What follows belongs to an exercise in optimizing a design on an open flow for small area, a short achievable clock period and few clock cycles; a production flow would make more cautious choices.
Function was checked by simulation only, so behaviour that the tests miss may differ from the original.
No activity file was given, so power comes from the tool's default toggle rates.

## run A
==> flow/design.v (excerpt) <==
module toy_lic_tce (
    input  wire        clk,
    input  wire        rst,           
    input  wire        lic_ready,     
    input  wire        cmd_valid,
    output wire        cmd_ready,
    input  wire [31:0] cmd_word,
    input  wire [31:0] cmd_arg,
    output reg         done,
    output reg  [3:0]  status,
    output reg  [31:0] res,
    output reg         fault,
    output reg  [1:0]  cal_state,
    output wire        bus_req,
    output wire        bus_we,
    output wire [1:0]  bus_space,
    output wire [15:0] bus_addr,
    output wire [31:0] bus_wdata,
    input  wire        bus_ack,
    input  wire [31:0] bus_rdata
);
For scale: roughly 1,800 cells after synthesis, roughly 190 flip-flops, ~190 I/O pins, roughly 0.015 sq mm of cells after synthesis.
clock: 60.0 ns
lec_check: 0
cap_margin: 20
core_margin: 2
core_utilization: 40
slew_margin: 20
standard.sh (not shown) runs the stock make flow with config.mk's settings and CLKGATE_MAP_FILE= SYNTH_SCRIPT=/design/flow/synth_recipe.tcl, a recipe that flattens the netlist after the stock synthesis.
==> flow/flow/run.sh <==
#!/bin/bash
# Own layout flow: the standard ORFS flow (standard.sh), with the ports
# buffered by buf_2 cells instead of the default delay buffers, and the
# timing repair after CTS and global routing aimed at a setup slack margin
# (the clock period and constraints are the design's; only the repair
# effort changes). Each tool's full output goes to a log in this folder.
set -euo pipefail
MARGIN=46.3
bash standard.sh "SETUP_SLACK_MARGIN=$MARGIN" \
    "BUFFER_PORTS_ARGS=-buffer_cell sky130_fd_sc_hd__buf_2" finish > standard_finish.log 2>&1
Testbench counts of run A, summed over its fixed seeds: cycles 28,441.
Changes in run B relative to run A:
# run A
export LEC_CHECK = 0
export CAP_MARGIN = 20
export CORE_MARGIN = 2
export CORE_UTILIZATION = 40
export SLEW_MARGIN = 20
create_clock -name core_clock -period 60.0 [get_ports {clk}]
# run B
export LEC_CHECK = 0
export CAP_MARGIN = 20
export CORE_MARGIN = 2
export CORE_UTILIZATION = 55
export SLEW_MARGIN = 20
create_clock -name core_clock -period 60.0 [get_ports {clk}]
==> flow/flow/run.sh <==
#!/bin/bash
# Own layout flow: the standard ORFS flow (standard.sh), with the ports
# buffered by buf_1 cells instead of the default delay buffers, and the
# timing repair after CTS and global routing aimed at a setup slack margin
# (the clock period and constraints are the design's; only the repair
# effort changes). Each tool's full output goes to a log in this folder.
set -euo pipefail
MARGIN=46.3
bash standard.sh "SETUP_SLACK_MARGIN=$MARGIN" \
    "BUFFER_PORTS_ARGS=-buffer_cell sky130_fd_sc_hd__buf_1" finish > standard_finish.log 2>&1
==> comparison <==
| maximum root-to-sink buffer count | run B vs run A | ≈ equal |. Power across run A and run B: no real change. Between run A and run B, the share of the yosys chip area belonging to registers figures differ only marginally. Vias after detailed routing ends up higher on run A. Higher global-route wire length before repair was reported by run A, not run B.
[inputs] run C vs run B
# run B
export LEC_CHECK = 0
export CAP_MARGIN = 20
export CORE_MARGIN = 2
export CORE_UTILIZATION = 55
export SLEW_MARGIN = 20
create_clock -name core_clock -period 60.0 [get_ports {clk}]
# run C
export LEC_CHECK = 0
export CAP_MARGIN = 20
export CORE_MARGIN = 2
export CORE_UTILIZATION = 40
export SLEW_MARGIN = 20
export TNS_END_PERCENT = 5
create_clock -name core_clock -period 60.0 [get_ports {clk}]
--- a/flow/flow/run.sh
+++ b/flow/flow/run.sh
@@ -6,5 +6,5 @@
 # effort changes). Each tool's full output goes to a log in this folder.
 set -euo pipefail
-MARGIN=46.3
+MARGIN=46.8
 bash standard.sh "SETUP_SLACK_MARGIN=$MARGIN" \
     "BUFFER_PORTS_ARGS=-buffer_cell sky130_fd_sc_hd__buf_1" finish > standard_finish.log 2>&1
==> run summary <==
Every stage of the flow completed for run C, and the final layout passed the timing, DRC and antenna checks. Going from run B to run C, via count grew slightly. Re relative slew slack: run C is 0.93 points down on run B. Cmp run C vs run B: slew at the pin closest to its max-slew limit higher in run C. Run B leaves less setup margin than run C.
Inputs modified between run C and run D:
# run C
export LEC_CHECK = 0
export CAP_MARGIN = 20
export CORE_MARGIN = 2
export CORE_UTILIZATION = 40
export SLEW_MARGIN = 20
export TNS_END_PERCENT = 5
create_clock -name core_clock -period 60.0 [get_ports {clk}]
# run D
export LEC_CHECK = 0
export CAP_MARGIN = 20
export CORE_MARGIN = 2
export CORE_UTILIZATION = 40
export CTS_BUF_LIST = sky130_fd_sc_hd__clkbuf_8 sky130_fd_sc_hd__clkbuf_16
export SLEW_MARGIN = 20
create_clock -name core_clock -period 60.0 [get_ports {clk}]
--- a/flow/flow/run.sh
+++ b/flow/flow/run.sh
@@ -6,5 +6,5 @@
 # effort changes). Each tool's full output goes to a log in this folder.
 set -euo pipefail
-MARGIN=46.8
+MARGIN=46.3
 bash standard.sh "SETUP_SLACK_MARGIN=$MARGIN" \
     "BUFFER_PORTS_ARGS=-buffer_cell sky130_fd_sc_hd__buf_1" finish > standard_finish.log 2>&1
## What came out
- The overall power consumption was comparable across run D and run C.
- Run C and run D ended up with roughly the same final cell count.
- Total routing usage reported by global routing of run D is on par with run C.
- As of run D, ratio of total power to cell area had risen slightly compared to run C.
- Comparing run D with run C, the non-clock inverter total of the final layout came out essentially unchanged.
- Diff run D..run C | area share of fa/ha/maj cells after synthesis | unchanged
- Compared with run C, total detailed-routing wirelength in run D decreased slightly.
- For sequential share of layout area, run C and run D come out practically identical.
- There was hardly any difference in area of the core between run C and run D.

* * *

## v52
Starting RTL as in the previous note.
Settings: LEC_CHECK=0, CAP_MARGIN=20, CORE_MARGIN=2, CORE_UTILIZATION=40, SLEW_MARGIN=20; clock period 60.0 ns.
==> flow/flow/run.sh <==
#!/bin/bash
# Own layout flow: the standard ORFS flow (standard.sh), with the ports
# buffered by buf_2 cells instead of the default delay buffers, and the
# timing repair after CTS and global routing aimed at a setup slack margin
# (the clock period and constraints are the design's; only the repair
# effort changes). Each tool's full output goes to a log in this folder.
set -euo pipefail
MARGIN=45.5
bash standard.sh "SETUP_SLACK_MARGIN=$MARGIN" \
    "BUFFER_PORTS_ARGS=-buffer_cell sky130_fd_sc_hd__buf_2" finish > standard_finish.log 2>&1
Having completed the whole flow, v52 delivered a layout that passed the timing, DRC and antenna checks.
Testbench counts of v52, summed over its fixed seeds: cycles 28,441.
Changes in v27 relative to v52:
==> flow/flow/run.sh <==
#!/bin/bash
# Own layout flow: the standard ORFS flow (standard.sh), with the ports
# buffered by buf_1 cells instead of the default delay buffers, and the
# timing repair after CTS and global routing aimed at a setup slack margin
# (the clock period and constraints are the design's; only the repair
# effort changes). Each tool's full output goes to a log in this folder.
set -euo pipefail
MARGIN=46.0
bash standard.sh "SETUP_SLACK_MARGIN=$MARGIN" \
    "BUFFER_PORTS_ARGS=-buffer_cell sky130_fd_sc_hd__buf_1" finish > standard_finish.log 2>&1
[summary]
Per the final summary, v27 finished and its layout is clean on timing, DRC and antenna.
Taking v52 as the reference point, the global-route track usage on met1 of v27 rises by 0.86 points.
v52 was larger in final cell area than v27.
Of v27 and v52, v52 shows the higher setup slack after layout, with v27 below it.
Comparing v27 and v52, the lower final critical-path required period was measured on v52.
--- input diff v27..v56 ---
-- flow/flow/run.sh --
<<< v27, line 7
set -euo pipefail
MARGIN=46.0
bash standard.sh "SETUP_SLACK_MARGIN=$MARGIN" \
>>> v56, line 7
set -euo pipefail
MARGIN=46.6
bash standard.sh "SETUP_SLACK_MARGIN=$MARGIN" \
v56 was carried through to the last stage, and its layout satisfied the timing, DRC and antenna checks.
Compared with v27, in v56 combinational group share of total power stayed essentially flat; buffer and inverter count on the worst path rose by 1; summed area of non-filler cells in the final layout rose by 2.2%.
| proportion of cell area occupied by multi-input gates | v56 vs v27 | 0.71 points lower |
v56 vs v27 on data arrival time of the worst path: v56 is the lower one.
v56: non-clock buffer count is about 9% higher than what v27 reported.
Switching power as a share of total power in v56 is 1.3 points higher than in v27
Re routed length on met3: v27 and v56 aren't equal, and the higher value belongs to v27.
For v21, these inputs were changed with respect to v56:
-- flow/flow/run.sh --
<<< v56, line 7
set -euo pipefail
MARGIN=46.6
bash standard.sh "SETUP_SLACK_MARGIN=$MARGIN" \
>>> v21, line 7
set -euo pipefail
MARGIN=46.3
bash standard.sh "SETUP_SLACK_MARGIN=$MARGIN" \
## What came out
- v56 went all the way through the flow, and no timing, DRC or antenna check failed.
- v21 finished end to end and its layout was clean on timing, DRC and antenna.
- Compared v21 against v56; overall track demand over capacity in global routing within noise.
- Between v56 and v21, the worst hold slack figures differ only marginally.
- Pin count of the biggest net entering global routing came out exactly the same in v56 and v21.
- The area growth from synthesis to layout in v21 sits 2.1 points below the value recorded for v56.
- Going from v56 to v21, total design power higher; utilization of the core after routing lower; fraction of the cycle the final worst path needs roughly the same; clock buffer count higher.
- The worst-case setup margin in the final layout of v21 and that of v56 are within noise of each other.
- Delay of the slowest critical-path stage was higher in the run labelled v56.
- Final cell area: v21 below v56
What v53 does differently from v21 at the input level:
Settings: CTS_BUF_LIST now sky130_fd_sc_hd__clkbuf_8, previously not set; CTS_CLUSTER_SIZE now 12, previously not set.
Notes after the runs:
Compared with v21, v53 shows wire length on met1 that has gone up slightly.
On v53: cell area is about 1.1% lower than what v21 gave.
Going from v21 to v53, the sequential share of power was found to have gone up by 5.3 points.

* * *

## build 67
Starting RTL as in the previous note.
// toy_lic_tce
module toy_lic_tce (
    input  wire        clk,
    input  wire        rst,           
    input  wire        lic_ready,     
    input  wire        cmd_valid,
    output wire        cmd_ready,
    input  wire [31:0] cmd_word,
    input  wire [31:0] cmd_arg,
    output reg         done,
    output reg  [3:0]  status,
    output reg  [31:0] res,
    output reg         fault,
    output reg  [1:0]  cal_state,
    output wire        bus_req,
    output wire        bus_we,
    output wire [1:0]  bus_space,
    output wire [15:0] bus_addr,
    output wire [31:0] bus_wdata,
    input  wire        bus_ack,
    input  wire [31:0] bus_rdata
);
export LEC_CHECK = 0
export CAP_MARGIN = 20
export CORE_MARGIN = 2
export CORE_UTILIZATION = 40
export SLEW_MARGIN = 20
export TNS_END_PERCENT = 5
create_clock -name core_clock -period 60.0 [get_ports {clk}]
==> flow/flow/run.sh <==
#!/bin/bash
# Own layout flow: the standard ORFS flow (standard.sh), with the ports
# buffered by buf_1 cells instead of the default delay buffers, and the
# timing repair after CTS and global routing aimed at a setup slack margin
# (the clock period and constraints are the design's; only the repair
# effort changes). Each tool's full output goes to a log in this folder.
set -euo pipefail
MARGIN=46.3
bash standard.sh "SETUP_SLACK_MARGIN=$MARGIN" \
    "BUFFER_PORTS_ARGS=-buffer_cell sky130_fd_sc_hd__buf_1" finish > standard_finish.log 2>&1
Testbench counts of build 67, summed over its fixed seeds: cycles 28,441.
Changes in build 59 relative to build 67:
-- flow/flow/run.sh --
<<< build 67, line 7
set -euo pipefail
MARGIN=46.3
bash standard.sh "SETUP_SLACK_MARGIN=$MARGIN" \
>>> build 59, line 7
set -euo pipefail
MARGIN=47
bash standard.sh "SETUP_SLACK_MARGIN=$MARGIN" \
-- flow/config.mk --
<<< build 67, line 11
export SLEW_MARGIN = 20
export TNS_END_PERCENT = 5
>>> build 59, line 11
export SLEW_MARGIN = 20
==> comparison <==
Build 59: all stages complete, timing, DRC and antenna checks passed
Comparing build 59 with build 67, the combined global-route utilization of all metal layers came out essentially unchanged.
Summary of the comparison: met3 capacity usage during global routing is lower in build 59, relative to build 67.
Re xor/xnor share of the synthesized area: no difference whatsoever between build 59 and build 67.
Edits applied to the flow inputs when going from build 59 to build 88:
-- flow/flow/run.sh --
<<< build 59, line 7
set -euo pipefail
MARGIN=47
bash standard.sh "SETUP_SLACK_MARGIN=$MARGIN" \
>>> build 88, line 7
set -euo pipefail
MARGIN=46.3
bash standard.sh "SETUP_SLACK_MARGIN=$MARGIN" \
-- flow/config.mk --
<<< build 59, line 10
export CORE_UTILIZATION = 40
export SLEW_MARGIN = 20
>>> build 88, line 10
export CORE_UTILIZATION = 40
export CTS_CLUSTER_DIAMETER = 100
export CTS_CLUSTER_SIZE = 40
export SLEW_MARGIN = 20
==> comparison <==
- Build 88 | stages: all done | timing, DRC, antenna: all pass
- Count of clock-buffer cells in the layout on build 88 is up relative to build 59.
- Per the comparison of build 88 with build 59, non-clock buffer count in the final layout has decreased, core utilization has decreased, cell area has decreased, non-filler instance count after layout has decreased.
- Going from build 59 to build 88, the via count was found to have gone down by 237.
- Total routed wirelength of build 88 falls short of that of build 59 slightly.
Edits applied to the flow inputs when going from build 88 to build 52:
-- flow/flow/run.sh --
<<< build 88, line 8
MARGIN=46.3
bash standard.sh "SETUP_SLACK_MARGIN=$MARGIN" \
    "BUFFER_PORTS_ARGS=-buffer_cell sky130_fd_sc_hd__buf_1" finish > standard_finish.log 2>&1
>>> build 52, line 8
MARGIN=46.3
bash standard.sh "SETUP_SLACK_MARGIN=$MARGIN" MATCH_CELL_FOOTPRINT=0 \
    "BUFFER_PORTS_ARGS=-buffer_cell sky130_fd_sc_hd__buf_1" finish > standard_finish.log 2>&1
-- flow/config.mk --
<<< build 88, line 10
export CORE_UTILIZATION = 40
export CTS_CLUSTER_DIAMETER = 100
export CTS_CLUSTER_SIZE = 40
export SLEW_MARGIN = 20
>>> build 52, line 10
export CORE_UTILIZATION = 40
export SLEW_MARGIN = 20
### Flow results
Reported for build 88 and build 52, count of buffers inserted at the top-level ports turned out identical to the last digit. Diff build 88 -> build 52: final net count shows no meaningful change, async set-reset flop share out of synthesis neither gained nor lost much. From build 52 to build 88, power did not move at all. Aggregate global-route resource usage: build 52 vs build 88 identical. Comparing build 52 against build 88, there is no change at all in area used by multi-input combinational logic. Diff build 88 -> build 52: diode insertion count for antenna repair neither gained nor lost much; part of the total power dissipated in combinational logic held.

-- separate check: timing with driven ports --
The results above use ideal ports. As a check the final layouts listed here were re-extracted and re-timed, cells and wires unchanged.
Step 1 assumes that a clkbuf_16 drives the clock port and a buf_2 every other input.
Step 2 moves the port delays by t, midway between the first and last clock arrival at a register: inputs arrive t later, outputs are due t later. That takes back most of the time a late clock gives input paths.
a / b / c = no drivers / after step 1 / after step 2; a / b = the first two.
run	t (ns)	setup slack, ns	worst data-port slew with drivers (ns)
run A	0.506	46.244 / 46.193 / 45.997	0.05
run B	0.491	46.136 / 46.084 / 45.939	0.06
run C	0.504	46.290 / 46.237 / 46.000	0.05
run D	0.506	46.323 / 46.270 / 45.942	0.05
v52	0.506	46.223 / 46.171 / 45.831	0.05
v27	0.506	46.140 / 46.087 / 45.806	0.05
v56	0.493	46.326 / 46.276 / 46.002	0.06
v21	0.506	46.323 / 46.270 / 45.942	0.05
v53	0.536	46.274 / 46.224 / 45.943	0.05
build 67	0.504	46.303 / 46.249 / 45.930	0.05
build 59	0.511	46.169 / 46.117 / 46.036	0.06
build 88	0.506	46.323 / 46.270 / 45.942	0.05
build 52	0.506	46.323 / 46.270 / 45.942	0.05
After both steps setup and hold are still met in every run listed. The setup slack of v52, which loses most, moves by -0.052 ns with the drivers and by -0.392 ns with both steps.
